What follows belongs to an exercise in optimizing a design on an open flow for small area and a short achievable clock period; a production flow would make more cautious choices.
Where RTL was checked, it was by simulation tests only, not by an equivalence proof against the original.
The clock input has no modelled driver; a real chip could not lean on it and would need a root buffer or a full tree.
No activity file was given, so power comes from the tool's default toggle rates.

==> flow/design.v (excerpt) <==
module jtag_pdi_sniffer (
    input  wire       clk,
    input  wire       rst,         
    input  wire       smp_valid,   
    input  wire       tms,
    input  wire       tdi,
    input  wire       tdo,
    output wire       out_valid,
    output wire [7:0] out_data,
    output wire       pdi_err
);
    localparam [3:0] S_RESET      = 4'hF,
                     S_IDLE       = 4'hC,
                     S_SELECT_DR  = 4'h7,
                     S_CAPTURE_DR = 4'h6,
                     S_SHIFT_DR   = 4'h2,
                     S_EXIT1_DR   = 4'h1,
                     S_PAUSE_DR   = 4'h3,
                     S_EXIT2_DR   = 4'h0,
                     S_UPDATE_DR  = 4'h5,
                     S_SELECT_IR  = 4'h4,
                     S_CAPTURE_IR = 4'hE,
                     S_SHIFT_IR   = 4'hA,
                     S_EXIT1_IR   = 4'h9,
                     S_PAUSE_IR   = 4'hB,
                     S_EXIT2_IR   = 4'h8,
                     S_UPDATE_IR  = 4'hD;
    reg sv, st, si, so, rr;
    always @(posedge clk) begin
        sv <= smp_valid;
        st <= tms;
        si <= tdi;
        so <= tdo;
        rr <= rst;
    end
    reg [3:0]  tap;
    reg        ir_id;      
    reg        ir_pdi;     
    reg [3:0]  irs;
    reg [31:0] dri;
    reg [31:22] dro;
    reg        par_w;      
    reg        par_r;      
    reg [3:0] tap_next;
    always @(*) begin
        case (tap)
            S_RESET:      tap_next = st ? S_RESET     : S_IDLE;
            S_IDLE:       tap_next = st ? S_SELECT_DR : S_IDLE;
            S_SELECT_DR:  tap_next = st ? S_SELECT_IR : S_CAPTURE_DR;
            S_CAPTURE_DR: tap_next = st ? S_EXIT1_DR  : S_SHIFT_DR;
            S_SHIFT_DR:   tap_next = st ? S_EXIT1_DR  : S_SHIFT_DR;
            S_EXIT1_DR:   tap_next = st ? S_UPDATE_DR : S_PAUSE_DR;
            S_PAUSE_DR:   tap_next = st ? S_EXIT2_DR  : S_PAUSE_DR;
            S_EXIT2_DR:   tap_next = st ? S_UPDATE_DR : S_SHIFT_DR;
            S_UPDATE_DR:  tap_next = st ? S_SELECT_DR : S_IDLE;
            S_SELECT_IR:  tap_next = st ? S_RESET     : S_CAPTURE_IR;
  ...
Size: about 620 cells after synthesis, roughly 16 I/O pins.
clock: 6.5 ns
lec_check: 0
cap_margin: 20
core_margin: 2
core_utilization: 65
place_density: 0.75
setup_slack_margin: 4.6
slew_margin: 20
standard.sh (not shown) runs the stock make flow with config.mk's settings and CLKGATE_MAP_FILE= SYNTH_SCRIPT=/design/flow/synth_recipe.tcl, a recipe that flattens the netlist after the stock synthesis.
==> flow/flow/run.sh <==
#!/bin/bash
# Standard ORFS layout, except that the clock tree is built by flow/pre_cts.tcl
# (a flat tree of four clock buffers) instead of TritonCTS.
set -euo pipefail
W=$(pwd)
export PRE_CTS_TCL="$W/flow/pre_cts.tcl"
bash standard.sh finish > "$W/orfs_flow.log" 2>&1
Other scripts of this flow, unchanged in this note and not shown: flow/flow/mcts.tcl, flow/flow/pre_cts.tcl
Change:
--- a/flow/design.v
+++ b/flow/design.v
@@ -108,47 +108,45 @@
     reg [1:0]  arg;        
     reg [2:0]  kc;         
     reg [23:0] acc;        
     localparam [1:0] P_NONE = 2'd0, P_DEC = 2'd1, P_LD = 2'd2, P_CLR = 2'd3;
     reg [31:0] rg;
     reg [1:0]  ph;
     reg [1:0]  pop;        
     reg        pa;         
-    reg        bin;        
+    reg        bw;         
     wire       enz = |rg;  
     wire       bad = rd ? par_r : par_w;
     wire [7:0] b   = rd ? dro[29:22] : dri[29:22];
     wire       act = (pop != P_NONE) && (pa || ph == 2'd0);
+    wire       bin = (ph == 2'd0) || bw;
     reg  [7:0] ldb;
     always @(*) begin
         case (ph)
             2'd0:    ldb = dri[29:22];
             2'd1:    ldb = acc[7:0];
             2'd2:    ldb = acc[15:8];
             default: ldb = acc[23:16];
         endcase
     end
     reg  [7:0] nb;
     always @(*) begin
         if (!act)
             nb = rg[7:0];
         else case (pop)
-            P_DEC:   nb = rg[7:0] ^ {bin && rg[6:0] == 7'd0, bin && rg[5:0] == 6'd0,
-                                         bin && rg[4:0] == 5'd0, bin && rg[3:0] == 4'd0,
-                                         bin && rg[2:0] == 3'd0, bin && rg[1:0] == 2'd0,
-                                         bin && !rg[0], bin};
+            P_DEC:   nb = rg[7:0] - {7'd0, bin};
             P_LD:    nb = (ph <= arg) ? ldb : 8'd0;
             default: nb = 8'd0;
         endcase
     end
     always @(posedge clk) begin
         rg   <= {nb, rg[31:8]};
         ph   <= ph + 2'd1;
-        bin  <= (ph == 2'd3) || (bin && rg[7:0] == 8'd0);
+        bw   <= bin && (rg[7:0] == 8'd0);
         pa   <= act && ph != 2'd3;
         if (act && ph == 2'd3)
             pop <= P_NONE;
         if (rr) begin
             idl <= 1'b1;
             rd  <= 1'b0;
             big <= 1'b0;
             lds <= 1'b0;
@@ -196,25 +194,17 @@
                 end
             end
         end
     end
     reg [2:0] kc_cmd;
     always @(*) begin
         case (b[7:4])
             4'h0:    kc_cmd = {1'b0, b[3:2]};                            
-            4'h2:    case (b[3:0])                                       
-                         4'h0:                      kc_cmd = 3'd1;     
-                         4'h1, 4'h4:                kc_cmd = 3'd2;
-                         4'h2, 4'h5, 4'h8:          kc_cmd = 3'd3;
-                         4'h3, 4'h6, 4'h9, 4'hC:    kc_cmd = 3'd4;
-                         4'h7, 4'hA, 4'hD:          kc_cmd = 3'd5;
-                         4'hB, 4'hE:                kc_cmd = 3'd6;
-                         default:                   kc_cmd = 3'd7;
-                     endcase
+            4'h2:    kc_cmd = {1'b0, b[3:2]} + {1'b0, b[1:0]} + 3'd1;    
             4'h1, 4'h3, 4'h5:
                      kc_cmd = {1'b0, b[1:0]};                            
             4'h7:    kc_cmd = 3'd7;                                      
             default: kc_cmd = 3'd0;
         endcase
     end
     always @(posedge clk) begin
         if (pev && !bad) begin
Effect: The changed run passed the timing, DRC and antenna checks; final area shrinks by a few percent; sequential power grows slightly; routed wire length is lower by a few percent; via count shrinks by a few percent; worst hold slack gains 5.1 ps; critical path depth stays the same; cell count went down by a few percent; core utilization decreases by 1.7 points; total power grows slightly; fmax hardly moves; worst setup slack gains 3.1 ps; flip-flop and latch count does not change; clock skew hardly moves.
For the first run of this note, only the layout was checked, not whether the RTL still works. In every run of this note, the design's own scripts or RTL, not TritonCTS, make the clock network.

==> static timing again, ports no longer ideal <==
No port has a modelled driver above. Below, the same layouts with a new extraction and two added sets of constraints.
Step 1: set_driving_cell puts a clkbuf_16 on clk and a buf_2 on each other input, an assumption about the parent block.
Step 2 moves the port delays by t, midway between the first and last clock arrival at a register: inputs arrive t later, outputs are due t later. That takes back most of the time a late clock gives input paths.
a / b / c = no drivers / after step 1 / after step 2; a / b = the first two.
run | shift t [ns] | setup WS [ns] | clock arrival spread, ns | worst register clock-pin slew, ns | pins driven straight from the clock port
the first run | 0.302 | 4.532 / 4.461 / 4.368 | 0.012 / 0.012 | 0.08 / 0.08 | 4
the second run | 0.300 | 4.535 / 4.463 / 4.586 | 0.014 / 0.014 | 0.08 / 0.08 | 4
After both steps setup and hold are still met in every run listed. For the first run, which loses most, drivers alone change the setup slack by -0.071 ns; drivers and shift together by -0.164 ns.
